Context: an optimization exercise on an open-source flow, tuned for small area. The choices shown serve that exercise and are no tape-out recipe. Only simulation tests tie the RTL to the original design; equivalence was not proved. The flow treats the clock pin as an ideal source, which a real chip does not have. Power figures rest on the tool's default switching activity, not on a simulated workload.

==> flow/design.v <==
module owb_slave (
    input  wire        clk,
    input  wire        por,             
    input  wire        line_in,         
    input  wire [63:0] identity,        
    output wire        line_drive_low
);
    localparam [2:0] P_WAIT     = 3'd0;
    localparam [2:0] P_WPOLL    = 3'd1;
    localparam [2:0] P_RSTPOLL  = 3'd2;
    localparam [2:0] P_RELWAIT  = 3'd3;
    localparam [2:0] P_IDLEHOLD = 3'd4;
    localparam [2:0] P_R0HOLD   = 3'd6;
    localparam [2:0] P_PRESENCE = 3'd7;
    localparam [2:0] M_IDLEW = 3'd0;    
    localparam [2:0] M_RXA   = 3'd1;    
    localparam [2:0] M_DC    = 3'd2;    
    localparam [2:0] M_RXB   = 3'd3;    
    localparam [2:0] M_IDLER = 3'd4;    
    localparam [2:0] M_REP   = 3'd5;    
    localparam [2:0] M_DA    = 3'd6;    
    localparam [2:0] M_DB    = 3'd7;    
    reg [2:0] ph;
    reg [7:0] t;
    reg       irq;
    reg       prev;
    reg [2:0] m;
    reg       pbv;
    reg [5:0] cur;
    assign line_drive_low = ph[2] & ph[1];
    wire er    = m[2];
    wire armed = er & ~pbv;
    wire t28  = t[4] & t[3] & t[2];
    wire t198 = t[7] & t[6] & t[2] & t[1];
    wire t13  = t[3] & t[2] & t[0];
    wire t162 = t[7] & t[5] & t[1];
    reg [2:0] n_ph;
    reg       clr_t;
    reg       clr_irq;
    reg       ev_wbit, wbit, ev_rearm, ev_reset;
    reg [2:0] n_m;
    reg       n_pbv;
    reg [5:0] n_cur;
    reg       inc;
    wire      b = identity[n_cur];
    wire [2:0] bi = cur[2:0];
    always @(*) begin
        n_ph     = ph;
        clr_t    = 1'b0;
        clr_irq  = 1'b0;
        ev_wbit  = 1'b0;
        wbit     = 1'b0;
        ev_rearm = 1'b0;
        ev_reset = 1'b0;
        case (ph)
            P_WAIT: begin
                clr_t   = 1'b1;
                clr_irq = 1'b1;
                if (irq) begin
                    if (armed) begin
                        if (!line_in) n_ph = P_R0HOLD;
                    end else if (er) begin
                        ev_rearm = 1'b1;                  
                        if (!line_in) n_ph = P_RSTPOLL;
                    end else begin
                        if (!line_in) n_ph = P_WPOLL;
                    end
                end
            end
            P_WPOLL: begin
                if (t28) begin
                    ev_wbit = 1'b1;                       
                    n_ph    = line_in ? P_WAIT : P_RSTPOLL;
                end else if (line_in) begin
                    n_ph = P_WAIT;
                    if (t[4:0] != 5'd0) begin
                        ev_wbit = 1'b1;                   
                        wbit    = 1'b1;
                    end
                end
            end
            P_R0HOLD: begin
                if (t28) begin
                    ev_rearm = 1'b1;                      
                    n_ph     = P_RSTPOLL;
                end
            end
            P_RSTPOLL: begin
                if (t198) begin
                    ev_reset = 1'b1;
                    clr_t    = 1'b1;
                    n_ph     = line_in ? P_IDLEHOLD : P_RELWAIT;
                end else if (line_in) begin
                    n_ph = P_WAIT;
                end
            end
            P_RELWAIT: begin
                clr_t   = 1'b1;
                clr_irq = 1'b1;
                if (line_in) n_ph = P_IDLEHOLD;
            end
            P_IDLEHOLD: begin
                clr_irq = 1'b1;
                if (t13) n_ph = P_PRESENCE;
            end
            P_PRESENCE: begin
                clr_irq = 1'b1;
                if (t162) n_ph = P_WAIT;
            end
            default: n_ph = P_WAIT;
        endcase
    end
    always @(*) begin
        n_m   = m;
        n_pbv = pbv;
        inc   = 1'b0;
        n_cur = cur;
        if (ev_wbit) inc = (m != M_DC);
        if (ev_rearm) inc = (m != M_DA);
        if (ev_reset) n_cur = 6'd56;
        else if (inc) n_cur = cur + 1'b1;
        if (ev_wbit) begin
            n_pbv = wbit;
            case (m)
                M_RXA, M_RXB: begin
                    if (bi == 3'd0) begin
                        n_m = wbit ? M_RXA : M_RXB;
                    end else if (wbit != ((m == M_RXA) ? ~bi[1] : bi[2])) begin
                        n_m = M_IDLEW;
                    end else if (bi == 3'd7) begin
                        n_m   = (m == M_RXA) ? M_REP : M_DA;
                        n_pbv = b;
                    end
                end
                M_DC: begin
                    if (wbit == pbv) begin
                        n_m = M_IDLEW;                    
                    end else if (cur == 6'd0) begin
                        n_m   = M_IDLER;                  
                        n_pbv = 1'b1;
                    end else begin
                        n_m   = M_DA;
                        n_pbv = b;
                    end
                end
                default: ;
            endcase
        end
        if (ev_rearm) begin
            case (m)
                M_REP: begin
                    n_pbv = b;
                    if (n_cur == 6'd63) n_m = M_IDLER;
                end
                M_DA: begin
                    n_pbv = ~b;
                    n_m   = M_DB;
                end
                M_DB: n_m = M_DC;
                default: n_pbv = 1'b1;
            endcase
        end
        if (ev_reset) n_m = M_RXA;
    end
    always @(posedge clk) begin
        if (por) begin
            ph   <= P_WAIT;
            irq  <= 1'b0;
            prev <= 1'b0;
            m    <= M_IDLEW;
        end else begin
            ph   <= n_ph;
            irq  <= (irq & ~clr_irq) | (prev & ~line_in);
            prev <= line_in;
            m    <= n_m;
        end
        t   <= clr_t ? 8'd0 : t + 1'b1;
        pbv <= n_pbv;
        cur <= n_cur;
    end
endmodule
==> flow/run.sh <==
#!/bin/bash
# synth_recipe.tcl (not shown) runs the flow's synth.tcl, then flattens the netlist and writes it again
# the make line also repeats each setting of config.mk as NAME=value (left out here)
make -C /OpenROAD-flow-scripts/flow DESIGN_CONFIG=/design/flow/config.mk WORK_HOME=/design/flow/orfs CLKGATE_MAP_FILE= SYNTH_SCRIPT=/design/flow/synth_recipe.tcl finish
==> flow/config.mk <==
export PLATFORM = sky130hd
export DESIGN_NAME = owb_slave
export DESIGN_NICKNAME = owb_slave
export VERILOG_FILES = /design/flow/design.v
export SDC_FILE = /design/flow/constraint.sdc
export NUM_CORES = 4
export LEC_CHECK = 0
export CAP_MARGIN = 20
export CORE_MARGIN = 2
export CORE_UTILIZATION = 40
export SLEW_MARGIN = 20
==> flow/constraint.sdc <==
create_clock -name core_clock -period 10.0 [get_ports {clk}]
set_input_delay 2.0000 -clock core_clock [delete_from_list [all_inputs] [get_ports {clk}]]
set_output_delay 2.0000 -clock core_clock [all_outputs]
set_load 0.01 [all_outputs]
==> impl_metrics.json, run 1 <==
{
  "grt_pass1_wl_um": 11300,
  "synth_area_per_cell_um2": 7.52,
  "p_per_area_nw_per_um2": 157,
  "p_leak_nw": 1.21,
  "dieWidth_um": 80.7,
  "drc": 0,
  "synth_edf_count": 0,
  "clock-sinks": 23,
  "gp_congestion": 0.833,
  "drv_slew": 0,
  "synth_adder_area_share_pct": 2.66,
  "outcome": "no timing/DRC/antenna violations",
  "hold_viol": 0,
  "port_buffers": 67,
  "fin_setup_tns_ps": 0,
  "tightest_slew_ps": 842,
  "post_cts_resized": 0,
  "die_h_um": 80.7,
  "finClkSkew_ps": 12.5,
  "initial_core_util_pct": 41.9,
  "nFillCells": 557,
  "clkTransAtPathRegs_ps": 90,
  "design_area_um2": 3040,
  "layout_commonest_cell": "clkdlybuf4s50_1",
  "rsz0062_at_grt": "no",
  "ys_async_sr_fraction_pct": 0,
  "yosys.area_share.simple_pct": 29.6,
  "synth-seq-cells": 23,
  "crit_path_start_kind": "primary input",
  "slew-limit-headroom_pct": 43.5,
  "crit_required_ps": 10150,
  "grt_pass1_vias": 2344,
  "fin_crit_sh_pct": 49.2,
  "slowest_stage": "clkdlybuf4s50_1",
  "viasPerCell": 5.71,
  "syn_inst": 313,
  "track_usage_pct": 22.0,
  "synth_area_um2": 2350,
  "cts_setup_buffers": 0,
  "crit_chain": "clkdlybuf4s50_1, a31o_2, nand4_1, mux2_2, mux2i_1, mux2i_1, mux2i_1, a41oi_1, o41ai_1, or2_1, a311oi_1, o21ai_1",
  "grt-ovfl-total": 0,
  "fin_util_pct": 54.2,
  "grt_busiest_layer": "met2",
  "ys_types": 58,
  "synthFlopType": "dfxtp_1",
  "grt_use_met1_pct": 32.9,
  "firstDrtPassIters": 4,
  "finalNetCount": 437,
  "ioPinCount": 68,
  "htree_levels": 1,
  "yosys_warnings": 1,
  "path_common_cell": "mux2i_1",
  "n_antenna_cell": 0,
  "drive_above_1_share_pct": 4.12,
  "muxShareOfSynthArea_pct": 13.2,
  "core_area_um2": 5610,
  "dp.cells": 432,
  "drv_cap": 0,
  "synth_top_family_by_area": "simple AND/OR/NAND/NOR gates",
  "stdcell_count": 436,
  "ctsHoldBuffers": 0,
  "met2_usage_pct": 33.3,
  "drt_iter0_drc": 191,
  "wl_per_cell_um": 16.2,
  "met3_usage_pct": 3.82,
  "routed_wl_um": 7080,
  "numCtsBuffers": 3,
  "fmax_mhz": 203,
  "synth_nets": 385,
  "dp_hpwl_um": 5710,
  "synth_xor_area_share_pct": 3.72,
  "ir_drop_mv": 0.0767,
  "setup_viol": 0,
  "drtAntennaViolNets": 0,
  "cpPeakStageDelay_ps": 570,
  "hold_class": "reg -> reg",
  "yosysSeqAreaShare_pct": 19.6,
  "arrival_ps": 5080,
  "cp-end-kind": "flop",
  "root_buffer": "clkbuf_8",
  "area_growth_syn_to_layout_pct": 29.3,
  "rows": 27,
  "criticalPathCategory": "in -> reg",
  "place_area_um2": 3000,
  "cts_tree": "yes",
  "layout_common_cells": "clkdlybuf4s50_1, nor2_1, nand2_1",
  "clockBufferDepth": 2,
  "antenna_found_initial": 0,
  "total_power_uw": 476,
  "grt_max_degree": 27,
  "post-route-min-period_ps": 4920,
  "critPathMaxFanout": 6,
  "clock_latency_ps": 270,
  "vias": 2489,
  "dieArea_um2": 6510,
  "synth_compound_area_share_pct": 24.1
}
-- layout make-up --
class                   instances  area (um2)  area share, %
multi-input cells             258        1730           56.7
repair buffers                 68         678           22.3
flip-flops and latches         23         460           15.1
well taps                      72        90.1           2.96
clock buffers                   4        45.0           1.48
inverters                      11        41.3           1.36
-- kinds of logic (layout without fill, tap and decap cells) --
logic type,count (synthesis),in the layout
xor gates and xnor gates,10,10
buffers and inverters,32,83
and+or+nand+nor,135,135
DFF,23,23
muxes,31,31
AOI/OAI and AO/OA,77,77
adders and majority gates,5,5
-- sequential cells by signal, summed over array words and instances (netlist names) --
signal and cells:
m 3, pbv 1, cur 6, prev 1
ph 3, irq 1, t 8
-- synthesized netlist by cell type, types with 6 or more instances --
master	count	area (um2)
nand2_1	33	124
nor2_1	33	124
mux2i_1	30	300
dfxtp_1	23	460
a21oi_1	15	75.1
nand3_1	13	65.1
clkbuf_1	12	45.0
inv_1	10	37.5
nor2b_1	9	56.3
nor3_1	9	45.0
o21ai_0	8	40.0
a211oi_1	7	52.6
a22oi_1	7	52.6
and2_1	7	43.8
and3_1	6	37.5
nand4_1	6	37.5
xor2_1	6	52.6
-- stage by stage --
step           hold slack [ps]  setup slack [ps]
2_1_floorplan              425              5760
3_3_place_gp               445              4990
3_5_place_dp               441              4820
4_1_cts                    463              5110
5_1_grt                    487              4880
6_report                   459              5080
-- worst max-delay path: cells and delay by family --
kind / cells / cell delay (ps)
simple gates: 2 / 410
compound gates: 5 / 960
mux: 4 / 1140
buf+inv: 1 / 570
-- worst paths after layout --
path | end | depth (start not counted) | start | slack (ps)
min reg2reg | irq | 2 | prev | 460
max reg2reg | pbv | 12 | ph[1] | 6420
min | irq | 2 | prev | 460
max | pbv | 12 | line_in | 5080
-- report_power, final --
part / leakage [nW] / switching, mW / total, mW / internal [mW]
Sequential: 0.187 / 0.0285 / 0.131 / 0.103
Combinational: 1.00 / 0.153 / 0.286 / 0.132
Clock: 0.0228 / 0.0304 / 0.0588 / 0.0284
-- per-layer routing --
metal,vias up,wire (um)
li1,1258,-
met1,1116,3570
met2,111,3010
met3,4,453
met4,0,38
met5,-,0
==> inputs of run 2 (changes only) <==
--- a/flow/design.v
+++ b/flow/design.v
@@ -44,3 +44,9 @@
     reg       inc;
-    wire      b = identity[n_cur];
+    wire      b;
+    owb_idmux u_idmux (
+        .d   (identity),
+        .sln (~(8'd1 << n_cur[2:0])),
+        .hi  (n_cur[5:3]),
+        .b   (b)
+    );
     wire [2:0] bi = cur[2:0];
@@ -181 +187,16 @@
 endmodule
+module owb_idmux (
+    input  wire [63:0] d,
+    input  wire [7:0]  sln,
+    input  wire [2:0]  hi,
+    output wire        b
+);
+    wire [7:0] g;
+    genvar i;
+    generate
+        for (i = 0; i < 8; i = i + 1) begin : grp
+            assign g[i] = &(d[8*i +: 8] | sln);
+        end
+    endgenerate
+    assign b = g[hi];
+endmodule
==> flow/flow/run.sh (new file) <==
#!/bin/bash
# Own layout flow: the standard ORFS flow with two changes.
# - The identity multiplexer (module owb_idmux) is taken from the hand-mapped
#   gate-level netlist flow/idmux_gl.v instead of being synthesised from the RTL;
#   the rest of the design goes through the standard synthesis unchanged.
# - The port buffers are buf_1 cells.
# Logs: subst.log, flow_make.log (all of ORFS's output) and ORFS's own logs
# under orfs/logs.
set -euo pipefail
W=$PWD
python3 flow/subst.py design.v flow/idmux_gl.v > design_own.v 2> subst.log
export BUFFER_PORTS_ARGS="-buffer_cell sky130_fd_sc_hd__buf_1"
bash standard.sh VERILOG_FILES=$W/design_own.v finish > flow_make.log 2>&1
==> flow/flow/idmux_gl.v (new file) <==
// Gate-level owb_idmux: b = identity bit {hi, j} where sln[j] == 0.
// Each byte is the AND over its bits of (d | sln), four o22ai and a nor4;
// the byte results go through two mux4 and a mux2.
module owb_idmux (
    input  wire [63:0] d,
    input  wire [7:0]  sln,
    input  wire [2:0]  hi,
    output wire        b
);
    wire [7:0] g;
    wire [31:0] p;
    wire [1:0] h;
    sky130_fd_sc_hd__o22ai_1 oa0 (.A1(d[0]), .A2(sln[0]), .B1(d[1]), .B2(sln[1]), .Y(p[0]));
    sky130_fd_sc_hd__o22ai_1 oa1 (.A1(d[2]), .A2(sln[2]), .B1(d[3]), .B2(sln[3]), .Y(p[1]));
    sky130_fd_sc_hd__o22ai_1 oa2 (.A1(d[4]), .A2(sln[4]), .B1(d[5]), .B2(sln[5]), .Y(p[2]));
    sky130_fd_sc_hd__o22ai_1 oa3 (.A1(d[6]), .A2(sln[6]), .B1(d[7]), .B2(sln[7]), .Y(p[3]));
    sky130_fd_sc_hd__nor4_1 nr0 (.A(p[0]), .B(p[1]), .C(p[2]), .D(p[3]), .Y(g[0]));
    sky130_fd_sc_hd__o22ai_1 oa4 (.A1(d[8]), .A2(sln[0]), .B1(d[9]), .B2(sln[1]), .Y(p[4]));
    sky130_fd_sc_hd__o22ai_1 oa5 (.A1(d[10]), .A2(sln[2]), .B1(d[11]), .B2(sln[3]), .Y(p[5]));
    sky130_fd_sc_hd__o22ai_1 oa6 (.A1(d[12]), .A2(sln[4]), .B1(d[13]), .B2(sln[5]), .Y(p[6]));
    sky130_fd_sc_hd__o22ai_1 oa7 (.A1(d[14]), .A2(sln[6]), .B1(d[15]), .B2(sln[7]), .Y(p[7]));
    sky130_fd_sc_hd__nor4_1 nr1 (.A(p[4]), .B(p[5]), .C(p[6]), .D(p[7]), .Y(g[1]));
    sky130_fd_sc_hd__o22ai_1 oa8 (.A1(d[16]), .A2(sln[0]), .B1(d[17]), .B2(sln[1]), .Y(p[8]));
    sky130_fd_sc_hd__o22ai_1 oa9 (.A1(d[18]), .A2(sln[2]), .B1(d[19]), .B2(sln[3]), .Y(p[9]));
    sky130_fd_sc_hd__o22ai_1 oa10 (.A1(d[20]), .A2(sln[4]), .B1(d[21]), .B2(sln[5]), .Y(p[10]));
    sky130_fd_sc_hd__o22ai_1 oa11 (.A1(d[22]), .A2(sln[6]), .B1(d[23]), .B2(sln[7]), .Y(p[11]));
    sky130_fd_sc_hd__nor4_1 nr2 (.A(p[8]), .B(p[9]), .C(p[10]), .D(p[11]), .Y(g[2]));
    sky130_fd_sc_hd__o22ai_1 oa12 (.A1(d[24]), .A2(sln[0]), .B1(d[25]), .B2(sln[1]), .Y(p[12]));
    sky130_fd_sc_hd__o22ai_1 oa13 (.A1(d[26]), .A2(sln[2]), .B1(d[27]), .B2(sln[3]), .Y(p[13]));
    sky130_fd_sc_hd__o22ai_1 oa14 (.A1(d[28]), .A2(sln[4]), .B1(d[29]), .B2(sln[5]), .Y(p[14]));
    sky130_fd_sc_hd__o22ai_1 oa15 (.A1(d[30]), .A2(sln[6]), .B1(d[31]), .B2(sln[7]), .Y(p[15]));
    sky130_fd_sc_hd__nor4_1 nr3 (.A(p[12]), .B(p[13]), .C(p[14]), .D(p[15]), .Y(g[3]));
    sky130_fd_sc_hd__o22ai_1 oa16 (.A1(d[32]), .A2(sln[0]), .B1(d[33]), .B2(sln[1]), .Y(p[16]));
    sky130_fd_sc_hd__o22ai_1 oa17 (.A1(d[34]), .A2(sln[2]), .B1(d[35]), .B2(sln[3]), .Y(p[17]));
    sky130_fd_sc_hd__o22ai_1 oa18 (.A1(d[36]), .A2(sln[4]), .B1(d[37]), .B2(sln[5]), .Y(p[18]));
    sky130_fd_sc_hd__o22ai_1 oa19 (.A1(d[38]), .A2(sln[6]), .B1(d[39]), .B2(sln[7]), .Y(p[19]));
    sky130_fd_sc_hd__nor4_1 nr4 (.A(p[16]), .B(p[17]), .C(p[18]), .D(p[19]), .Y(g[4]));
    sky130_fd_sc_hd__o22ai_1 oa20 (.A1(d[40]), .A2(sln[0]), .B1(d[41]), .B2(sln[1]), .Y(p[20]));
    sky130_fd_sc_hd__o22ai_1 oa21 (.A1(d[42]), .A2(sln[2]), .B1(d[43]), .B2(sln[3]), .Y(p[21]));
    sky130_fd_sc_hd__o22ai_1 oa22 (.A1(d[44]), .A2(sln[4]), .B1(d[45]), .B2(sln[5]), .Y(p[22]));
    sky130_fd_sc_hd__o22ai_1 oa23 (.A1(d[46]), .A2(sln[6]), .B1(d[47]), .B2(sln[7]), .Y(p[23]));
    sky130_fd_sc_hd__nor4_1 nr5 (.A(p[20]), .B(p[21]), .C(p[22]), .D(p[23]), .Y(g[5]));
    sky130_fd_sc_hd__o22ai_1 oa24 (.A1(d[48]), .A2(sln[0]), .B1(d[49]), .B2(sln[1]), .Y(p[24]));
    sky130_fd_sc_hd__o22ai_1 oa25 (.A1(d[50]), .A2(sln[2]), .B1(d[51]), .B2(sln[3]), .Y(p[25]));
    sky130_fd_sc_hd__o22ai_1 oa26 (.A1(d[52]), .A2(sln[4]), .B1(d[53]), .B2(sln[5]), .Y(p[26]));
    sky130_fd_sc_hd__o22ai_1 oa27 (.A1(d[54]), .A2(sln[6]), .B1(d[55]), .B2(sln[7]), .Y(p[27]));
    sky130_fd_sc_hd__nor4_1 nr6 (.A(p[24]), .B(p[25]), .C(p[26]), .D(p[27]), .Y(g[6]));
    sky130_fd_sc_hd__o22ai_1 oa28 (.A1(d[56]), .A2(sln[0]), .B1(d[57]), .B2(sln[1]), .Y(p[28]));
    sky130_fd_sc_hd__o22ai_1 oa29 (.A1(d[58]), .A2(sln[2]), .B1(d[59]), .B2(sln[3]), .Y(p[29]));
    sky130_fd_sc_hd__o22ai_1 oa30 (.A1(d[60]), .A2(sln[4]), .B1(d[61]), .B2(sln[5]), .Y(p[30]));
    sky130_fd_sc_hd__o22ai_1 oa31 (.A1(d[62]), .A2(sln[6]), .B1(d[63]), .B2(sln[7]), .Y(p[31]));
    sky130_fd_sc_hd__nor4_1 nr7 (.A(p[28]), .B(p[29]), .C(p[30]), .D(p[31]), .Y(g[7]));
    sky130_fd_sc_hd__mux4_1 mx0 (.A0(g[0]), .A1(g[1]), .A2(g[2]), .A3(g[3]), .S0(hi[0]), .S1(hi[1]), .X(h[0]));
    sky130_fd_sc_hd__mux4_1 mx1 (.A0(g[4]), .A1(g[5]), .A2(g[6]), .A3(g[7]), .S0(hi[0]), .S1(hi[1]), .X(h[1]));
    sky130_fd_sc_hd__mux2_1 mx2 (.A0(h[0]), .A1(h[1]), .S(hi[2]), .X(b));
endmodule
==> flow/flow/subst.py (new file) <==
#!/usr/bin/env python3
"""Print design.v (argv[1]) with its module owb_idmux replaced by the gate-level one in argv[2]."""
import re
import sys

src = open(sys.argv[1]).read()
gl = open(sys.argv[2]).read()
m = re.search(r"^\s*module\s+owb_idmux\b.*?^\s*endmodule\b", src, re.S | re.M)
if not m:
    sys.exit("subst.py: no module owb_idmux in " + sys.argv[1])
sys.stdout.write(src[: m.start()] + "\n" + src[m.end():] + "\n" + gl)
==> flow/standard.sh (new file) <==
#!/bin/bash
# synth_recipe.tcl (not shown) runs the flow's synth.tcl, then flattens the netlist and writes it again
# the make line also repeats each setting of config.mk as NAME=value (left out here)
make -C /OpenROAD-flow-scripts/flow DESIGN_CONFIG=/design/flow/config.mk WORK_HOME=/design/flow/orfs CLKGATE_MAP_FILE= SYNTH_SCRIPT=/design/flow/synth_recipe.tcl "${@:-finish}"
--- a/flow/config.mk
+++ b/flow/config.mk
@@ -7,2 +7,3 @@
 export LEC_CHECK = 0
+export ABC_AREA = 1
 export CAP_MARGIN = 20
removed: flow/run.sh
==> impl_metrics.json, run 2 <==
{
  "outcome": "no timing/DRC/antenna violations",
  "arrival_ps": 5040,
  "port_buffers": 67,
  "largestRegisters": "t x8, cur x6",
  "rows": 26,
  "syn_inst": 299,
  "synth_xor_area_share_pct": 1.71,
  "drt_iter0_drc": 178,
  "crit_path_start_kind": "primary input",
  "fin_setup_tns_ps": 0,
  "criticalPathCategory": "in -> reg",
  "initial_core_util_pct": 40.7,
  "drv_cap": 0,
  "vias": 2363,
  "largest_reg_flops": 8,
  "path_common_cell": "nand2_1",
  "grt_pass1_vias": 2176,
  "design_area_um2": 2420,
  "wl_per_cell_um": 13.2,
  "regMostFlops": "t",
  "p_leak_nw": 0.925,
  "cpPeakStageDelay_ps": 490,
  "synthFlopType": "dfxtp_1",
  "clock_latency_ps": 280,
  "crit_end": "pbv",
  "routed_wl_um": 5790,
  "grt_max_degree": 15,
  "slew-limit-headroom_pct": 68.3,
  "ys_types": 42,
  "antenna_found_initial": 0,
  "drive_above_1_share_pct": 8.99,
  "cts_tree": "yes",
  "synth-seq-cells": 23,
  "hold_class": "reg -> reg",
  "ioPinCount": 68,
  "drtAntennaViolNets": 0,
  "grt-ovfl-total": 0,
  "viasPerCell": 5.41,
  "clockBufferDepth": 2,
  "dieArea_um2": 5720,
  "clock-sinks": 23,
  "hold_slack_ps": 446,
  "htree_levels": 1,
  "drc": 0,
  "n_antenna_cell": 0,
  "timing.rr.start": "ph[1]",
  "yosysSeqAreaShare_pct": 22.4,
  "synth_nets": 375,
  "post-route-min-period_ps": 4870,
  "die_h_um": 75.6,
  "crit_required_ps": 10170,
  "muxShareOfSynthArea_pct": 3.11,
  "crit_chain": "buf_1, nand2_2, nand2_2, nand3_2, nand2_4, nand2_4, nand2_1, nand3_2, nor2_1, nand2_1, o22ai_1, nor4_1, mux4_1, mux2_1, inv_1, a21oi_1, o21ai_1, nand2_1, nand3_1, nand3_1, o211ai_1, nand2_1",
  "rsz0062_at_grt": "no",
  "r2r_setup_slack_ps": 6140,
  "setup_viol": 0,
  "layout_common_cells": "buf_1, nand2_1, o22ai_1",
  "synth.largest_area_cell": "dfxtp_1",
  "finClkSkew_ps": 4.81,
  "fmax_mhz": 205,
  "synth_top_family_by_area": "simple AND/OR/NAND/NOR gates",
  "core_area_um2": 5040,
  "finalNetCount": 444,
  "synth_edf_count": 0,
  "track_usage_pct": 21.8,
  "ys_async_sr_fraction_pct": 0,
  "yosys_warnings": 1,
  "ctsHoldBuffers": 0,
  "place_area_um2": 2370,
  "synth_area_um2": 2050,
  "dieWidth_um": 75.6,
  "layout_commonest_cell": "buf_1",
  "p_per_area_nw_per_um2": 144,
  "ir_drop_mv": 0.0829,
  "root_buffer": "clkbuf_8",
  "crit_start": "line_in",
  "tightest_slew_ps": 475,
  "drv_slew": 0,
  "total_power_uw": 349,
  "firstDrtPassIters": 5,
  "grt_pass1_wl_um": 9580,
  "dp_hpwl_um": 4780,
  "cts_setup_buffers": 0,
  "netlist_top_cells_count": "nand2_1, o22ai_1, inv_1, nand3_1, dfxtp_1",
  "gp_congestion": 0.915,
  "cp-end-kind": "flop",
  "clkTransAtPathRegs_ps": 90,
  "hold_viol": 0,
  "synth_area_per_cell_um2": 6.86,
  "numCtsBuffers": 3,
  "timing.rr.end": "pbv",
  "post_cts_resized": 0,
  "synth_top_area_share_pct": 22.4,
  "synth_most_common_cell": "nand2_1",
  "reg2reg_depth": 24,
  "synth_adder_area_share_pct": 5.49,
  "critPathMaxFanout": 8,
  "slowest_stage": "mux4_1",
  "yosys.area_share.simple_pct": 36.9,
  "area_growth_syn_to_layout_pct": 17.9,
  "synth_area_leaders": "dfxtp_1, o22ai_1, nand2_1",
  "synth_compound_area_share_pct": 22.2,
  "fin_crit_sh_pct": 48.7
}
==> run 2: power breakdown <==
group	internal (mW)	total, mW	switching [mW]
registers	0.102	0.115	0.0131
clock network	0.0283	0.0628	0.0345
logic	0.0690	0.171	0.102
==> run 2: critical path, delay by kind of cell <==
| kind | cells | cell delay [ps] |
|---|---|---|
| simple gates | 14 | 1340 |
| mux | 2 | 810 |
| compound gates | 4 | 570 |
| buf+inv | 2 | 310 |
==> run 2: layer usage <==
| metal | GRT usage, % | wire (um) | vias to the layer above | part of all wire [%] |
|---|---|---|---|---|
| met3 | 3.31 | 391 | 14 | 6.8 |
| met1 | 26.2 | 2490 | 1034 | 43 |
| met5 | 0 | 0 | - | 0 |
| met4 | 9.94 | 187 | 0 | 3.2 |
| met2 | 38.4 | 2720 | 113 | 47 |
| li1 | - | - | 1202 | - |
==> run 2: cell families after synthesis <==
| kind of cell | Yosys count |
|---|---|
| flip-flops | 23 |
| AND/OR/NAND/NOR | 144 |
| XOR/XNOR | 4 |
| adder cells (fa/ha/maj) | 9 |
| AO/OA/AOI/OAI | 76 |
| multiplexers | 3 |
| buffers and inverters | 40 |
==> run 2: through the flow <==
stage	cells	setup WS, ps	util, %
floorplan	299	5510	-
global placement	433	4900	47.0
detailed placement	433	4870	47.0
CTS	437	5170	48.0
global route	437	4760	48.0
finish	437	5130	48.0
==> run 2: final cells by class <==
cell class | instances | area (um2)
multi-input cells | 236 | 1420
inverters | 37 | 146
well taps | 70 | 87.6
fillers | 530 | 2620
clock inverters | 1 | 7.51
repair buffers | 67 | 251
flip-flops and latches | 23 | 460
clock buffers | 3 | 41.3
==> run 2: how the worst min path moves through the flow <==
stage	depth (start not counted)	end	slack, ps	startpoint
2_1_floorplan	2	irq	420	prev
3_3_place_gp	2	irq	430	prev
3_5_place_dp	2	irq	440	prev
4_1_cts	2	irq	450	prev
5_1_grt	2	irq	480	prev
6_report	2	irq	450	prev
==> inputs of run 3 (changes only) <==
--- a/flow/design.v
+++ b/flow/design.v
@@ -14,10 +14,9 @@
     localparam [2:0] P_PRESENCE = 3'd7;
-    localparam [2:0] M_IDLEW = 3'd0;    
-    localparam [2:0] M_RXA   = 3'd1;    
-    localparam [2:0] M_DC    = 3'd2;    
+    localparam [2:0] M_IDLE  = 3'd0;    
+    localparam [2:0] M_DC    = 3'd1;    
+    localparam [2:0] M_RXA   = 3'd2;    
     localparam [2:0] M_RXB   = 3'd3;    
-    localparam [2:0] M_IDLER = 3'd4;    
-    localparam [2:0] M_REP   = 3'd5;    
-    localparam [2:0] M_DA    = 3'd6;    
-    localparam [2:0] M_DB    = 3'd7;    
+    localparam [2:0] M_DB    = 3'd4;    
+    localparam [2:0] M_DA    = 3'd5;    
+    localparam [2:0] M_REP   = 3'd6;    
     reg [2:0] ph;
@@ -27,11 +26,12 @@
     reg [2:0] m;
-    reg       pbv;
     reg [5:0] cur;
-    assign line_drive_low = ph[2] & ph[1];
+    assign line_drive_low = (ph == P_R0HOLD) | (ph == P_PRESENCE);
+    wire b;                             
     wire er    = m[2];
-    wire armed = er & ~pbv;
-    wire t28  = t[4] & t[3] & t[2];
-    wire t198 = t[7] & t[6] & t[2] & t[1];
-    wire t13  = t[3] & t[2] & t[0];
-    wire t162 = t[7] & t[5] & t[1];
+    wire armed = er & (b ^ (m != M_DB));    
+    wire t0   = ~t[0] & ~t[3];
+    wire t28  = ~t[2] & ~t[3] & t[7];
+    wire t198 = t[0] & t[1] & ~t[2] & t[3] & ~t[4] & ~t[5] & ~t[6];
+    wire t13  = ~t[2] & t[7];
+    wire t162 = t[0] & ~t[1] & ~t[2] & t[3] & t[4] & ~t[5] & ~t[7];
     reg [2:0] n_ph;
@@ -40,14 +40,2 @@
     reg       ev_wbit, wbit, ev_rearm, ev_reset;
-    reg [2:0] n_m;
-    reg       n_pbv;
-    reg [5:0] n_cur;
-    reg       inc;
-    wire      b;
-    owb_idmux u_idmux (
-        .d   (identity),
-        .sln (~(8'd1 << n_cur[2:0])),
-        .hi  (n_cur[5:3]),
-        .b   (b)
-    );
-    wire [2:0] bi = cur[2:0];
     always @(*) begin
@@ -81,3 +69,3 @@
                     n_ph = P_WAIT;
-                    if (t[4:0] != 5'd0) begin
+                    if (!t0) begin
                         ev_wbit = 1'b1;                   
@@ -118,34 +106,27 @@
     end
+    reg [2:0] n_m;
+    reg [5:0] n_cur;
+    wire [2:0] bi = cur[2:0];
     always @(*) begin
         n_m   = m;
-        n_pbv = pbv;
-        inc   = 1'b0;
         n_cur = cur;
-        if (ev_wbit) inc = (m != M_DC);
-        if (ev_rearm) inc = (m != M_DA);
-        if (ev_reset) n_cur = 6'd56;
-        else if (inc) n_cur = cur + 1'b1;
+        if (ev_reset)
+            n_cur = 6'd56;
+        else if (ev_wbit || (ev_rearm && m == M_REP))
+            n_cur = cur + 1'b1;
         if (ev_wbit) begin
-            n_pbv = wbit;
             case (m)
                 M_RXA, M_RXB: begin
-                    if (bi == 3'd0) begin
+                    if (bi == 3'd0)
                         n_m = wbit ? M_RXA : M_RXB;
-                    end else if (wbit != ((m == M_RXA) ? ~bi[1] : bi[2])) begin
-                        n_m = M_IDLEW;
-                    end else if (bi == 3'd7) begin
-                        n_m   = (m == M_RXA) ? M_REP : M_DA;
-                        n_pbv = b;
-                    end
+                    else if (wbit != ((m == M_RXA) ? ~bi[1] : bi[2]))
+                        n_m = M_IDLE;
+                    else if (bi == 3'd7)
+                        n_m = (m == M_RXA) ? M_REP : M_DA;
                 end
                 M_DC: begin
-                    if (wbit == pbv) begin
-                        n_m = M_IDLEW;                    
-                    end else if (cur == 6'd0) begin
-                        n_m   = M_IDLER;                  
-                        n_pbv = 1'b1;
-                    end else begin
-                        n_m   = M_DA;
-                        n_pbv = b;
-                    end
+                    if (wbit != b || cur == 6'd63)
+                        n_m = M_IDLE;                     
+                    else
+                        n_m = M_DA;
                 end
@@ -156,12 +137,6 @@
             case (m)
-                M_REP: begin
-                    n_pbv = b;
-                    if (n_cur == 6'd63) n_m = M_IDLER;
-                end
-                M_DA: begin
-                    n_pbv = ~b;
-                    n_m   = M_DB;
-                end
-                M_DB: n_m = M_DC;
-                default: n_pbv = 1'b1;
+                M_REP: if (cur == 6'd63) n_m = M_IDLE;
+                M_DA:  n_m = M_DB;
+                M_DB:  n_m = M_DC;
+                default: ;
             endcase
@@ -170,2 +145,8 @@
     end
+    owb_idmux u_idmux (
+        .d   (identity),
+        .sln (~(8'd1 << cur[2:0])),
+        .hi  (cur[5:3]),
+        .b   (b)
+    );
     always @(posedge clk) begin
@@ -175,3 +156,3 @@
             prev <= 1'b0;
-            m    <= M_IDLEW;
+            m    <= M_IDLE;
         end else begin
@@ -182,4 +163,3 @@
         end
-        t   <= clr_t ? 8'd0 : t + 1'b1;
-        pbv <= n_pbv;
+        t   <= clr_t ? 8'd0 : {t[6:0], ~(t[7] ^ t[5] ^ t[4] ^ t[2])};
         cur <= n_cur;
==> flow/flow/run.sh (replaced) <==
#!/bin/bash
# Own layout flow: the standard ORFS flow (standard.sh) with these changes.
# - The identity multiplexer (module owb_idmux) is taken from the hand-mapped
#   gate-level netlist flow/idmux_gl.v instead of being synthesised from the RTL.
# - Synthesis is synth_recipe.tcl unchanged except that its abc call uses the
#   area-only script flow/area.abc (flow/synth.tcl), and Yosys's adder
#   extraction is off (ADDER_MAP_FILE empty), so ABC maps the counters too.
# - The port buffers are buf_1 cells.
# - Clock tree synthesis uses clkbuf_4 buffers, in clusters of up to 30 sinks,
#   and adds no dummy loads.
# Logs: subst.log, flow_make.log (all of make's and ORFS's output) and ORFS's
# own per-step logs under orfs/logs.
set -euo pipefail
W=$PWD
export OWB_WORK_DIR=$W
export OWB_FLOW_DIR=$W/flow
python3 flow/subst.py design.v flow/idmux_gl.v > design_own.v 2> subst.log
export BUFFER_PORTS_ARGS="-buffer_cell sky130_fd_sc_hd__buf_1"
export CTS_ARGS="${OWB_CTS_ARGS:--sink_clustering_enable -repair_clock_nets -buf_list sky130_fd_sc_hd__clkbuf_4 -root_buf sky130_fd_sc_hd__clkbuf_4 -sink_clustering_size 30 -dont_use_dummy_load}"
bash standard.sh VERILOG_FILES=$W/design_own.v SYNTH_SCRIPT=$W/flow/synth.tcl ADDER_MAP_FILE= finish > flow_make.log 2>&1
==> flow/flow/area.abc (new file) <==
strash; dc2; &get -n; &dch; &nf -a -R 1000; &put; topo
==> flow/flow/synth.tcl (new file) <==
# The standard flow's synthesis script (synth_recipe.tcl, sourced unchanged) with its
# technology mapping run with an area-only ABC script (flow/area.abc) in
# place of ORFS's: the -script, -D and -constr arguments ORFS gives abc are
# dropped, the liberty and dont_use arguments are kept.
proc abc {args} {
  set keep {}
  set i 0
  while {$i < [llength $args]} {
    set a [lindex $args $i]
    if {$a in {-script -D -constr}} { incr i 2; continue }
    lappend keep $a
    incr i
  }
  puts "abc with flow/area.abc: $keep"
  yosys abc -script $::env(OWB_FLOW_DIR)/area.abc {*}$keep
}
source $::env(OWB_WORK_DIR)/synth_recipe.tcl
==> impl_metrics.json, run 3 <==
{
  "drv_cap": 0,
  "layout_common_cells": "buf_1, o22ai_1, dfxtp_1",
  "criticalPathCategory": "in -> reg",
  "core_area_um2": 3630,
  "grt_pass1_vias": 1688,
  "netlist_top_cells_count": "o22ai_1, dfxtp_1, nor2_1, o21ai_0",
  "total_power_uw": 256,
  "drc": 0,
  "cts_tree": "yes",
  "regMostFlops": "t",
  "grt_pass1_wl_um": 7240,
  "clockBufferDepth": 2,
  "crit_chain": "buf_1, o22ai_1, nor4_1, mux4_1, mux2_1, xor2_1, nand3_1, o32ai_1, a21boi_0, nor2_1, nand2_1, xor2_1, nand2_1",
  "synth_top_area_share_pct": 29.3,
  "clock-sinks": 22,
  "synth-seq-cells": 22,
  "hold_class": "reg -> reg",
  "area_growth_syn_to_layout_pct": 22.2,
  "gp_congestion": 0.881,
  "cts_setup_buffers": 0,
  "firstDrtPassIters": 5,
  "ioPinCount": 68,
  "antenna_found_initial": 0,
  "slew-limit-headroom_pct": 52.5,
  "synthFlopType": "dfxtp_1",
  "ys_async_sr_fraction_pct": 0,
  "yosysSeqAreaShare_pct": 29.3,
  "wl_per_cell_um": 14.1,
  "fmax_mhz": 225,
  "rows": 22,
  "cpPeakStageDelay_ps": 470,
  "ctsHoldBuffers": 0,
  "synth_most_common_cell": "o22ai_1",
  "synth_area_um2": 1500,
  "initial_core_util_pct": 41.4,
  "drtAntennaViolNets": 0,
  "routed_wl_um": 4450,
  "arrival_ps": 4640,
  "ir_drop_mv": 0.0596,
  "p_leak_nw": 0.555,
  "grt-ovfl-total": 0,
  "dieArea_um2": 4270,
  "htree_levels": 1,
  "crit_path_start_kind": "primary input",
  "dp_hpwl_um": 3500,
  "clkTransAtPathRegs_ps": 120,
  "r2r_setup_slack_ps": 6170,
  "die_h_um": 65.3,
  "drv_slew": 0,
  "syn_inst": 198,
  "outcome": "no timing/DRC/antenna violations",
  "viasPerCell": 5.69,
  "tightest_slew_ps": 705,
  "nFillCells": 376,
  "drt_iter0_drc": 195,
  "synth_nets": 265,
  "dieWidth_um": 65.3,
  "ys_types": 33,
  "root_buffer": "clkbuf_4",
  "layout_commonest_cell": "buf_1",
  "numCtsBuffers": 3,
  "fin_util_pct": 50.6,
  "synth.largest_area_cell": "dfxtp_1",
  "clock_latency_ps": 300,
  "largest_reg_flops": 8,
  "p_per_area_nw_per_um2": 139,
  "track_usage_pct": 21.2,
  "grt_max_degree": 13,
  "largestRegisters": "t x8, cur x6",
  "hold_viol": 0,
  "vias": 1797,
  "synth_area_per_cell_um2": 7.60,
  "port_buffers": 67,
  "synth_area_leaders": "dfxtp_1, o22ai_1, o21ai_0",
  "post_cts_resized": 0,
  "setup_viol": 0,
  "crit_required_ps": 10200,
  "yosys_warnings": 1,
  "n_antenna_cell": 0,
  "rsz0062_at_grt": "no",
  "drive_above_1_share_pct": 1.12,
  "fin_setup_tns_ps": 0,
  "finClkSkew_ps": 7.27,
  "slowest_stage": "mux4_1",
  "fin_crit_sh_pct": 44.5,
  "synth_edf_count": 0,
  "critPathMaxFanout": 4,
  "cp-end-kind": "flop",
  "finalNetCount": 337,
  "post-route-min-period_ps": 4450
}
[run 3: cell types whose count changed after synthesis, sizes merged, moves of 6 or more]
cell,before,now
nand2,61,11
inv,37,0
nand3,33,8
nor2,26,16
and2,0,9
ha,9,0
clkinv,0,7
nor2b,0,7
a21oi,17,11
[run 3: where the power goes]
| group | total, mW | switching (mW) | internal [mW] |
|---|---|---|---|
| Sequential | 0.105 | 0.0116 | 0.0936 |
| Combinational | 0.112 | 0.0592 | 0.0528 |
| Clock | 0.0389 | 0.0248 | 0.0140 |
[run 3: per-layer routing]
layer | wire [um] | track usage, %
met1 | 1940 | 25.6
met4 | 65 | 7.81
met3 | 292 | 2.91
met2 | 2150 | 38.0
met5 | 0 | 0
[run 3: cell type report]
class	count	area, um2	area share, %
Clock buffer	3	22.5	1.23
Inverter	7	26.3	1.43
Multi-Input combinational cell	169	1040	56.4
Sequential cell	22	440	24.0
Tap cell	48	60.1	3.27
Timing Repair Buffer	67	251	13.7
[run 3: worst max-delay path: cells and delay by family]
kind                   cells  cell delay [ps]
AO/OA/AOI/OAI              3              740
XOR/XNOR                   2              360
buffers and inverters      1               70
multiplexers               2              820
AND/OR/NAND/NOR            5              650
[run 3: path summary, 6_finish.rpt]
path / from / endpoint / depth (start not counted)
worst max register to register: cur[0] / cur[4] / 14
worst min-delay path: prev / irq / 2
worst max-delay path: identity[60] / cur[4] / 13
worst min register to register: prev / irq / 2
[run 3: through the flow]
step | cells | worst slack (ps) | cell area (um2) | hold WS, ps
6_report | 316 | 5550 | 1840 | 477
5_1_grt | 316 | 5310 | 1840 | 499
4_1_cts | 316 | 5580 | 1840 | 481
3_5_place_dp | 313 | 5240 | 1820 | 468
3_3_place_gp | 313 | 5310 | 1820 | 455
2_1_floorplan | 198 | 5700 | 1500 | 425
[run 3: logic make-up after synthesis]
logic type	synth area share, %
AOI/OAI and AO/OA	27.7
xor gates and xnor gates	4.66
buffers and inverters	1.75
DFF	29.3
muxes	4.24
and+or+nand+nor	32.4
==> inputs of run 4 (changes only) <==
--- a/flow/design.v
+++ b/flow/design.v
@@ -7,9 +7,6 @@
 );
-    localparam [2:0] P_WAIT     = 3'd0;
-    localparam [2:0] P_WPOLL    = 3'd1;
-    localparam [2:0] P_RSTPOLL  = 3'd2;
-    localparam [2:0] P_RELWAIT  = 3'd3;
-    localparam [2:0] P_IDLEHOLD = 3'd4;
-    localparam [2:0] P_R0HOLD   = 3'd6;
-    localparam [2:0] P_PRESENCE = 3'd7;
+    localparam [1:0] P_WAIT    = 2'd0;
+    localparam [1:0] P_SLOT    = 2'd1;
+    localparam [1:0] P_RSTPOLL = 2'd3;
+    localparam [1:0] P_RSTSEQ  = 2'd2;
     localparam [2:0] M_IDLE  = 3'd0;    
@@ -21,3 +18,3 @@
     localparam [2:0] M_REP   = 3'd6;    
-    reg [2:0] ph;
+    reg [1:0] ph;
     reg [7:0] t;
@@ -27,13 +24,14 @@
     reg [5:0] cur;
-    assign line_drive_low = (ph == P_R0HOLD) | (ph == P_PRESENCE);
     wire b;                             
-    wire er    = m[2];
+    wire er    = (m == M_REP) | (m == M_DA) | (m == M_DB);
     wire armed = er & (b ^ (m != M_DB));    
-    wire t0   = ~t[0] & ~t[3];
-    wire t28  = ~t[2] & ~t[3] & t[7];
-    wire t198 = t[0] & t[1] & ~t[2] & t[3] & ~t[4] & ~t[5] & ~t[6];
-    wire t13  = ~t[2] & t[7];
-    wire t162 = t[0] & ~t[1] & ~t[2] & t[3] & t[4] & ~t[5] & ~t[7];
-    reg [2:0] n_ph;
-    reg       clr_t;
+    wire t0   = (t[4:0] == 5'd0);               
+    wire t28  = t[4] & t[3] & t[2];             
+    wire t198 = t[7] & t[6] & t[2] & t[1];      
+    wire tz   = (t == 8'd0);                    
+    wire tpr  = t[7] | t[6] | t[5] | t[4];      
+    wire t164 = t[7] & t[5] & t[2];             
+    assign line_drive_low = ((ph == P_SLOT) & t[7]) | ((ph == P_RSTSEQ) & tpr);
+    reg [1:0] n_ph;
+    reg [7:0] n_t;
     reg       clr_irq;
@@ -42,3 +40,3 @@
         n_ph     = ph;
-        clr_t    = 1'b0;
+        n_t      = t + 1'b1;
         clr_irq  = 1'b0;
@@ -50,8 +48,6 @@
             P_WAIT: begin
-                clr_t   = 1'b1;
+                n_t     = {armed, 7'd0};
                 clr_irq = 1'b1;
                 if (irq) begin
-                    if (armed) begin
-                        if (!line_in) n_ph = P_R0HOLD;
-                    end else if (er) begin
+                    if (!armed && er) begin
                         ev_rearm = 1'b1;                  
@@ -59,3 +55,3 @@
                     end else begin
-                        if (!line_in) n_ph = P_WPOLL;
+                        if (!line_in) n_ph = P_SLOT;
                     end
@@ -63,6 +59,8 @@
             end
-            P_WPOLL: begin
+            P_SLOT: begin
                 if (t28) begin
-                    ev_wbit = 1'b1;                       
-                    n_ph    = line_in ? P_WAIT : P_RSTPOLL;
+                    n_t[7] = 1'b0;
+                    n_ph = line_in ? P_WAIT : P_RSTPOLL;
+                    if (t[7]) ev_rearm = 1'b1;            
+                    else       ev_wbit  = 1'b1;           
                 end else if (line_in) begin
@@ -75,8 +73,2 @@
             end
-            P_R0HOLD: begin
-                if (t28) begin
-                    ev_rearm = 1'b1;                      
-                    n_ph     = P_RSTPOLL;
-                end
-            end
             P_RSTPOLL: begin
@@ -84,4 +76,4 @@
                     ev_reset = 1'b1;
-                    clr_t    = 1'b1;
-                    n_ph     = line_in ? P_IDLEHOLD : P_RELWAIT;
+                    n_t      = {6'd0, line_in, 1'b0};
+                    n_ph     = P_RSTSEQ;
                 end else if (line_in) begin
@@ -90,16 +82,7 @@
             end
-            P_RELWAIT: begin
-                clr_t   = 1'b1;
+            default: begin  
                 clr_irq = 1'b1;
-                if (line_in) n_ph = P_IDLEHOLD;
+                if (tz) n_t = {6'd0, line_in, 1'b0};
+                if (t164) n_ph = P_WAIT;
             end
-            P_IDLEHOLD: begin
-                clr_irq = 1'b1;
-                if (t13) n_ph = P_PRESENCE;
-            end
-            P_PRESENCE: begin
-                clr_irq = 1'b1;
-                if (t162) n_ph = P_WAIT;
-            end
-            default: n_ph = P_WAIT;
         endcase
@@ -163,3 +146,3 @@
         end
-        t   <= clr_t ? 8'd0 : {t[6:0], ~(t[7] ^ t[5] ^ t[4] ^ t[2])};
+        t   <= n_t;
         cur <= n_cur;
==> flow/flow/run.sh (replaced) <==
#!/bin/bash
# Own layout flow: the standard ORFS flow (standard.sh) with these changes.
# - The identity multiplexer (module owb_idmux) is taken from the hand-mapped
#   gate-level netlist flow/idmux_gl.v instead of being synthesised from the RTL.
# - Synthesis is synth_recipe.tcl unchanged except for its abc call
#   (flow/synth.tcl): ABC maps the design with each area-only script in
#   flow/abc_scripts.txt and the smallest mapping is kept. Yosys's adder
#   extraction is off (ADDER_MAP_FILE empty), so ABC maps the counters too.
# - The port buffers are buf_1 cells.
# - Clock tree synthesis uses clkbuf_4 buffers and adds no dummy loads.
# Logs: subst.log, flow_make.log (all of make's and ORFS's output) and ORFS's
# own per-step logs under orfs/logs.
set -euo pipefail
W=$PWD
export OWB_WORK_DIR=$W
export OWB_FLOW_DIR=$W/flow
python3 flow/subst.py design.v flow/idmux_gl.v > design_own.v 2> subst.log
export BUFFER_PORTS_ARGS="-buffer_cell sky130_fd_sc_hd__buf_1"
export CTS_ARGS="${OWB_CTS_ARGS:--repair_clock_nets -buf_list sky130_fd_sc_hd__clkbuf_4 -root_buf sky130_fd_sc_hd__clkbuf_4 -dont_use_dummy_load}"
bash standard.sh VERILOG_FILES=$W/design_own.v SYNTH_SCRIPT=$W/flow/synth.tcl ADDER_MAP_FILE= finish > flow_make.log 2>&1
==> flow/flow/abc_scripts.txt (new file) <==
strash; dc2; &get -n; &dch; &nf -a -R 1000; &put; topo
strash; &get -n; &dch -f; &nf -a -R 1000; &put; topo
strash; &get -n; &fraig -x; &dc2; &dch -f; &nf -a -R 2000; &put; topo
strash; dch; map -a; topo
strash; dc2; &get -n; &dch; &nf -a -R 1000; &put; strash; dc2; &get -n; &dch; &nf -a -R 1000; &put; topo
strash; balance; rewrite; refactor; balance; rewrite; rewrite -z; balance; refactor -z; rewrite -z; balance; &get -n; &dch -f; &nf -a -R 1000; &put; topo
strash; dch; amap; topo
strash; dc2; dch -f; amap; topo
==> flow/flow/synth.tcl (replaced) <==
# The standard flow's synthesis script (synth_recipe.tcl, sourced unchanged) with its
# technology mapping done by ABC with area-only scripts in place of ORFS's:
# each script in flow/abc_scripts.txt (one per line) maps the design, and
# the mapping with the smallest cell area is kept. The -script, -D and
# -constr arguments ORFS gives abc are dropped; the liberty and dont_use
# arguments are kept.
proc abc {args} {
  set keep {}
  set libs {}
  set i 0
  while {$i < [llength $args]} {
    set a [lindex $args $i]
    if {$a in {-script -D -constr}} { incr i 2; continue }
    if {$a eq "-liberty"} { lappend libs [lindex $args [expr {$i + 1}]] }
    lappend keep $a
    incr i
  }
  set f [open $::env(OWB_FLOW_DIR)/abc_scripts.txt r]
  set scripts [split [string trim [read $f]] "\n"]
  close $f
  set statargs {}
  foreach l $libs { lappend statargs -liberty $l }
  yosys design -save owb_pre_abc
  set best_area -1
  set n 0
  foreach s $scripts {
    incr n
    set sf $::env(OWB_WORK_DIR)/owb_abc_$n.script
    set g [open $sf w]
    puts $g $s
    close $g
    yosys design -load owb_pre_abc
    yosys abc -script $sf {*}$keep
    yosys opt_clean
    set out [yosys tee -q -s result.string stat {*}$statargs]
    set area -1
    regexp {Chip area for module[^:]*:\s*([0-9.]+)} $out -> area
    puts "abc script $n ($s): area $area"
    if {$area >= 0 && ($best_area < 0 || $area < $best_area)} {
      set best_area $area
      yosys design -save owb_best_abc
    }
  }
  yosys design -load owb_best_abc
  puts "abc: kept the mapping of area $best_area"
}
source $::env(OWB_WORK_DIR)/synth_recipe.tcl
removed: flow/flow/area.abc
==> impl_metrics.json, run 4 <==
{
  "clockBufferDepth": 2,
  "yosysSeqAreaShare_pct": 30.3,
  "yosys_warnings": 1,
  "wl_per_cell_um": 13.6,
  "tightest_slew_ps": 799,
  "drv_slew": 0,
  "rows": 21,
  "antenna_found_initial": 0,
  "ctsHoldBuffers": 0,
  "core_area_um2": 3340,
  "setup_viol": 0,
  "drc": 0,
  "fmax_mhz": 223,
  "nFillCells": 352,
  "cts_setup_buffers": 0,
  "n_antenna_cell": 0,
  "synth_area_per_cell_um2": 7.45,
  "regMostFlops": "t",
  "numCtsBuffers": 3,
  "track_usage_pct": 21.4,
  "ir_drop_mv": 0.0388,
  "synth_top_area_share_pct": 30.3,
  "synthFlopType": "dfxtp_1",
  "outcome": "no timing/DRC/antenna violations",
  "synth_area_leaders": "dfxtp_1, o22ai_1, nor2_1",
  "post_cts_resized": 0,
  "largestRegisters": "t x8, cur x6, m x3",
  "layout_common_cells": "buf_1, o22ai_1, nor2_1",
  "finalNetCount": 325,
  "htree_levels": 1,
  "grt-ovfl-total": 0,
  "firstDrtPassIters": 7,
  "hold_class": "reg -> reg",
  "layout_commonest_cell": "buf_1",
  "synth_area_um2": 1390,
  "total_power_uw": 137,
  "viasPerCell": 5.56,
  "clock_latency_ps": 300,
  "grt_pass1_wl_um": 6970,
  "dieArea_um2": 3950,
  "port_buffers": 67,
  "grt_pass1_vias": 1580,
  "die_h_um": 62.9,
  "hold_viol": 0,
  "drv_cap": 0,
  "clkTransAtPathRegs_ps": 120,
  "cp-end-kind": "flop",
  "initial_core_util_pct": 41.5,
  "routed_wl_um": 4100,
  "rsz0062_at_grt": "no",
  "clock-sinks": 21,
  "vias": 1679,
  "grt_max_degree": 13,
  "synth_nets": 253,
  "fin_util_pct": 51.5,
  "dp.cells": 299,
  "drtAntennaViolNets": 0,
  "p_leak_nw": 0.556,
  "drive_above_1_share_pct": 1.17,
  "fin_setup_tns_ps": 0,
  "synth_edf_count": 0,
  "dp_hpwl_um": 3230,
  "crit_required_ps": 10210,
  "crit_path_start_kind": "primary input",
  "drt_iter0_drc": 115,
  "area_growth_syn_to_layout_pct": 23.9,
  "p_per_area_nw_per_um2": 80.0,
  "criticalPathCategory": "in -> reg",
  "root_buffer": "clkbuf_4",
  "post-route-min-period_ps": 4490,
  "gp_congestion": 0.941,
  "synth_most_common_cell": "o22ai_1",
  "stdcell_count": 302,
  "arrival_ps": 4690,
  "critPathMaxFanout": 4,
  "dieWidth_um": 62.9,
  "synth-seq-cells": 21,
  "finClkSkew_ps": 17.4,
  "largest_reg_flops": 8,
  "ioPinCount": 68,
  "ys_types": 31,
  "fin_crit_sh_pct": 44.9,
  "synth.largest_area_cell": "dfxtp_1",
  "cts_tree": "yes",
  "netlist_top_cells_count": "o22ai_1, nor2_1, dfxtp_1, nand2_1",
  "syn_inst": 186,
  "ys_async_sr_fraction_pct": 0,
  "slew-limit-headroom_pct": 46.2
}
==> run 4: per-stage QoR <==
step | worst slack [ps] | area (um2) | hold slack, ps
2_1_floorplan | 5560 | 1390 | 422
5_1_grt | 5160 | 1720 | 498
4_1_cts | 5500 | 1720 | 474
3_5_place_dp | 5160 | 1700 | 445
3_3_place_gp | 5250 | 1700 | 437
6_report | 5510 | 1720 | 467
==> run 4: power by group <==
part | total [mW] | internal (mW) | switching, mW
clock network | 0.0381 | 0.0140 | 0.0241
registers | 0.0842 | 0.0840 | 0.000195
logic | 0.0151 | 0.00884 | 0.00628
total | 0.137 | 0.107 | 0.0306
==> run 4: path summary, 6_finish.rpt <==
kind / to / slack, ps / cells past startpoint / startpoint
max: cur[5] / 5510 / 13 / identity[8]
min reg2reg: t[0] / 470 / 1 / t[0]
min: t[0] / 470 / 1 / t[0]
max reg2reg: cur[5] / 6120 / 14 / cur[0]
==> run 4: cell type report <==
class | instances | area [um2] | area share (%)
clock buffer | 3 | 22.5 | 1.31
inverter | 7 | 26.3 | 1.53
multi-input combinational | 158 | 940 | 54.7
sequential | 21 | 420 | 24.5
tap | 46 | 57.6 | 3.35
timing repair buffer | 67 | 251 | 14.6
==> run 4: cells by family after synthesis <==
group                  count (synthesis)  synth area share [%]
AND/OR/NAND/NOR                       88                  32.2
AO/OA/AOI/OAI                         61                  27.2
flip-flops                            21                  30.3
buffers and inverters                  7                  1.90
XOR/XNOR                               6                  3.79
multiplexers                           3                  4.60
==> run 4: worst max-delay path: stages <==
cell	delay, ps
buf_1	70
o22ai_1	160
nor4_1	100
mux4_1	500
mux2_1	350
xor2_1	200
nor2b_1	190
a21oi_1	110
o21ai_0	330
and2_0	290
nand3_1	150
a21oi_1	160
o21ai_0	80
==> run 4: layer usage <==
layer  vias to the layer above  GRT usage (%)  wire length (um)
met2                        63           35.4              1920
met1                       741           28.8              1890
met3                         2           4.14               276
met4                         0           4.44                18
li1                        873              -                 -
met5                         -              0                 0
==> inputs of run 5 (changes only) <==
--- a/flow/flow/run.sh
+++ b/flow/flow/run.sh
@@ -9,3 +9,5 @@
 # - The port buffers are buf_1 cells.
-# - Clock tree synthesis uses clkbuf_4 buffers and adds no dummy loads.
+# - Clock tree synthesis uses clkbuf_8 buffers and adds no dummy loads; then
+#   flow/post_cts.tcl makes the root buffer, which drives only the leaf
+#   buffers, a clkbuf_2.
 # Logs: subst.log, flow_make.log (all of make's and ORFS's output) and ORFS's
@@ -18,3 +20,4 @@
 export BUFFER_PORTS_ARGS="-buffer_cell sky130_fd_sc_hd__buf_1"
-export CTS_ARGS="${OWB_CTS_ARGS:--repair_clock_nets -buf_list sky130_fd_sc_hd__clkbuf_4 -root_buf sky130_fd_sc_hd__clkbuf_4 -dont_use_dummy_load}"
+export CTS_ARGS="${OWB_CTS_ARGS:--repair_clock_nets -buf_list sky130_fd_sc_hd__clkbuf_8 -root_buf sky130_fd_sc_hd__clkbuf_8 -dont_use_dummy_load}"
+export POST_CTS_TCL=$W/flow/post_cts.tcl
 bash standard.sh VERILOG_FILES=$W/design_own.v SYNTH_SCRIPT=$W/flow/synth.tcl ADDER_MAP_FILE= finish > flow_make.log 2>&1
--- a/flow/flow/abc_scripts.txt
+++ b/flow/flow/abc_scripts.txt
@@ -8 +8,6 @@
 strash; dc2; dch -f; amap; topo
+strash; dc2; &get -n; &dch; &nf -a -R 1000; &put; strash; dc2; &get -n; &dch; &nf -a -R 1000; &put; strash; dc2; &get -n; &dch; &nf -a -R 1000; &put; topo
+strash; dc2; &get -n; &dch; &nf -a -R 1000; &put; strash; dc2; &get -n; &dch; &nf -a -R 1000; &put; strash; dc2; &get -n; &dch; &nf -a -R 1000; &put; strash; dc2; &get -n; &dch; &nf -a -R 1000; &put; topo
+strash; dc2; &get -n; &dch; &nf -a -R 1000; &put; strash; &get -n; &dch -f; &nf -a -R 1000; &put; topo
+strash; &get -n; &dch -f; &nf -a -R 1000; &put; strash; dc2; &get -n; &dch; &nf -a -R 1000; &put; topo
+strash; dc2; &get -n; &dch; &nf -a -R 1000; &put; strash; dc2; &get -n; &dch; &nf -a -R 1000; &put; strash; dc2; &get -n; &dch; &nf -a -R 1000; &put; strash; dc2; &get -n; &dch; &nf -a -R 1000; &put; strash; dc2; &get -n; &dch; &nf -a -R 1000; &put; strash; dc2; &get -n; &dch; &nf -a -R 1000; &put; topo
==> flow/flow/post_cts.tcl (new file) <==
# After clock tree synthesis (which builds the tree from clkbuf_8 cells), the
# root buffer, the one the clock port drives, only drives the leaf buffers:
# make it a clkbuf_2, then legalise the placement again.
set roots {}
foreach inst [[ord::get_db_block] getInsts] {
  if {![string match sky130_fd_sc_hd__clkbuf_* [[$inst getMaster] getName]]} { continue }
  foreach it [$inst getITerms] {
    if {![$it isInputSignal]} { continue }
    set n [$it getNet]
    if {$n ne "NULL" && [$n getName] eq "clk"} { lappend roots $inst }
  }
}
foreach inst $roots {
  puts "post_cts.tcl: [$inst getName] [[$inst getMaster] getName] -> sky130_fd_sc_hd__clkbuf_2"
  replace_cell [get_cells [$inst getName]] sky130_fd_sc_hd__clkbuf_2
}
detailed_placement
check_placement -verbose
==> impl_metrics.json, run 5 <==
{
  "outcome": "no timing/DRC/antenna violations",
  "fin_util_pct": 52.0,
  "timing.rr.end": "cur[5]",
  "synth_area_leaders": "dfxtp_1, o22ai_1, nor2_1",
  "finClkSkew_ps": 10.3,
  "viasPerCell": 5.58,
  "wl_per_cell_um": 13.5,
  "cpPeakStageDelay_ps": 520,
  "drtAntennaViolNets": 0,
  "dieWidth_um": 62.7,
  "largest_reg_flops": 8,
  "drc": 0,
  "grt_pass1_wl_um": 6980,
  "drive_above_1_share_pct": 1.19,
  "antenna_found_initial": 0,
  "routed_wl_um": 4040,
  "combPwrFrac_pct": 10.3,
  "clock-sinks": 21,
  "min_delay_worst_endpoint": "t[0]",
  "hold_class": "reg -> reg",
  "fin_setup_tns_ps": 0,
  "regMostFlops": "t",
  "critPathMaxFanout": 4,
  "switchingPower_uw": 33.6,
  "drt_iter0_drc": 81,
  "criticalPathCategory": "in -> reg",
  "gp_congestion": 0.772,
  "hold_path_depth": 1,
  "firstDrtPassIters": 4,
  "synth-seq-cells": 21,
  "slowest_stage": "mux4_1",
  "cp-end-kind": "flop",
  "area_growth_syn_to_layout_pct": 24.8,
  "grt-ovfl-total": 0,
  "rows": 21,
  "preCtsSetupSlack_ps": 5140,
  "post-route-min-period_ps": 4570,
  "yosysSeqAreaShare_pct": 30.5,
  "ys_types": 30,
  "clkTransAtPathRegs_ps": 80,
  "synthFlopType": "dfxtp_1",
  "drv_cap": 0,
  "ys_async_sr_fraction_pct": 0,
  "netlist_top_cells_count": "o22ai_1, nor2_1, dfxtp_1, nand2_1, nor4_1",
  "p_sw_share_pct": 22.8,
  "port_buffers": 67,
  "place_area_um2": 1690,
  "die_h_um": 62.7,
  "synth_area_um2": 1380,
  "power_frac_clock_pct": 32.6,
  "dp_hpwl_um": 3170,
  "synth_edf_count": 0,
  "vias": 1667,
  "intPower_uw": 114,
  "yosys_warnings": 1,
  "crit_path_start_kind": "primary input",
  "synth_nets": 250,
  "hold_slack_ps": 463,
  "ir_drop_mv": 0.0623,
  "layout_commonest_cell": "buf_1",
  "arrival_ps": 4730,
  "crit_required_ps": 10160,
  "synth_most_common_cell": "o22ai_1",
  "slew-limit-headroom_pct": 45.3,
  "track_usage_pct": 21.6,
  "fmax_mhz": 219,
  "rsz0062_at_grt": "no",
  "clock_latency_ps": 280,
  "ioPinCount": 68,
  "p_per_area_nw_per_um2": 85.6,
  "crit_chain": "buf_1, o22ai_1, nor4_1, mux4_1, mux2_1, xor2_1, nor2b_1, nand2_1, o21ai_0, nand3_1, a21oi_1, nand3_1, a21oi_1, o21ai_0",
  "synth_top_area_share_pct": 30.5,
  "synth.largest_area_cell": "dfxtp_1",
  "core_area_um2": 3310,
  "seqPwrFrac_pct": 57.1,
  "dieArea_um2": 3930,
  "largestRegisters": "t x8, cur x6, m x3",
  "finalNetCount": 322,
  "syn_inst": 183,
  "total_power_uw": 147,
  "layout_common_cells": "buf_1, o22ai_1, nor2_1",
  "grt_max_degree": 13,
  "drv_slew": 0,
  "tightest_slew_ps": 811,
  "hold_start": "t[0]",
  "initial_core_util_pct": 41.6,
  "dp.cells": 296,
  "setup_viol": 0,
  "stdcell_count": 299,
  "setup_ws_ps": 5430,
  "r2r_setup_slack_ps": 6040,
  "grt_pass1_vias": 1553,
  "design_area_um2": 1720,
  "fin_crit_sh_pct": 45.7,
  "reg2reg_depth": 15,
  "timing.rr.start": "cur[1]",
  "p_leak_nw": 0.574,
  "hold_viol": 0,
  "synth_area_per_cell_um2": 7.53,
  "nFillCells": 350,
  "cts_tree": "yes",
  "n_antenna_cell": 0
}
==> run 5: power groups by stage <==
stage | logic (mW) | clock network (mW) | registers [mW]
6_report | 0.0151 | 0.0480 | 0.0842
3_5_place_dp | 0.0150 | 0 | 0.0861
5_1_grt | 0.0171 | 0.0528 | 0.0842
3_3_place_gp | 0.0150 | 0 | 0.0861
2_1_floorplan | 0.00453 | 0 | 0.0861
==> run 5: metal layers <==
| metal | wire length (um) | global-route usage, % |
|---|---|---|
| met1 | 1940 | 30.2 |
| met2 | 1880 | 34.3 |
| met3 | 200 | 5.05 |
| met4 | 19 | 4.44 |
| met5 | 0 | 0 |
==> run 5: kinds of logic (layout without fill, tap and decap cells) <==
family | Yosys count | in the layout | share of synthesized area, %
AND/OR/NAND/NOR | 86 | 86 | 31.8
XOR/XNOR | 7 | 7 | 4.45
buffers and inverters | 5 | 75 | 1.36
flip-flops | 21 | 21 | 30.5
AO/OA/AOI/OAI | 61 | 61 | 27.3
multiplexers | 3 | 3 | 4.63
==> run 5: final cells by class <==
cell class | instances | area (um2) | share of cell area (%)
Multi-Input combinational cell | 157 | 940 | 54.6
Sequential cell | 21 | 420 | 24.4
Timing Repair Buffer | 67 | 251 | 14.6
Tap cell | 46 | 57.6 | 3.35
Clock buffer | 3 | 32.5 | 1.89
Inverter | 5 | 18.8 | 1.09
==> run 5: worst max-delay path by stage <==
stage	startpoint	endpoint	slack [ps]
5_1_grt	identity[14]	cur[5]	5190
3_5_place_dp	identity[14]	cur[5]	5140
2_1_floorplan	identity[40]	cur[5]	5570
6_report	identity[12]	cur[5]	5430
3_3_place_gp	identity[50]	cur[5]	5270
==> run 5: worst max-delay path: cells and delay by family <==
kind | cells | cell delay (ps)
and+or+nand+nor | 5 | 700
buffers and inverters | 1 | 80
muxes | 2 | 860
AOI/OAI and AO/OA | 5 | 910
xor gates and xnor gates | 1 | 190

-- afterwards: timing with drivers on the ports --
Ports are ideal in the flow. The routed layouts listed here were re-timed in OpenROAD. Step 1 sets driving cells, clkbuf_16 on the clock port and buf_2 on the other inputs (assumed; they add their load-dependent delay and slew). Step 2 also shifts input and output timing later by t, the mid clock arrival at the registers, as if the neighbouring blocks saw the same clock. a / b / c = no drivers / after step 1 / after step 2; a / b = the first two.
| run | shift t [ns] | setup slack, ns | worst setup path at the end | latest minus earliest clock arrival (ns) |
|---|---|---|---|---|
| run 1 | 0.283 | 5.075 / 5.072 / 4.789 | input to register | 0.013 / 0.013 |
| run 2 | 0.306 | 5.134 / 5.145 / 4.838 | input to register | 0.005 / 0.005 |
| run 3 | 0.316 | 5.553 / 5.555 / 5.239 | input to register | 0.007 / 0.007 |
| run 4 | 0.318 | 5.513 / 5.514 / 5.196 | input to register | 0.017 / 0.018 |
| run 5 | 0.298 | 5.431 / 5.426 / 5.128 | input to register | 0.010 / 0.010 |
After both steps setup and hold are still met in every run listed. The setup slack of run 4, which loses most, moves by +0.001 ns with the drivers and by -0.317 ns with both steps.
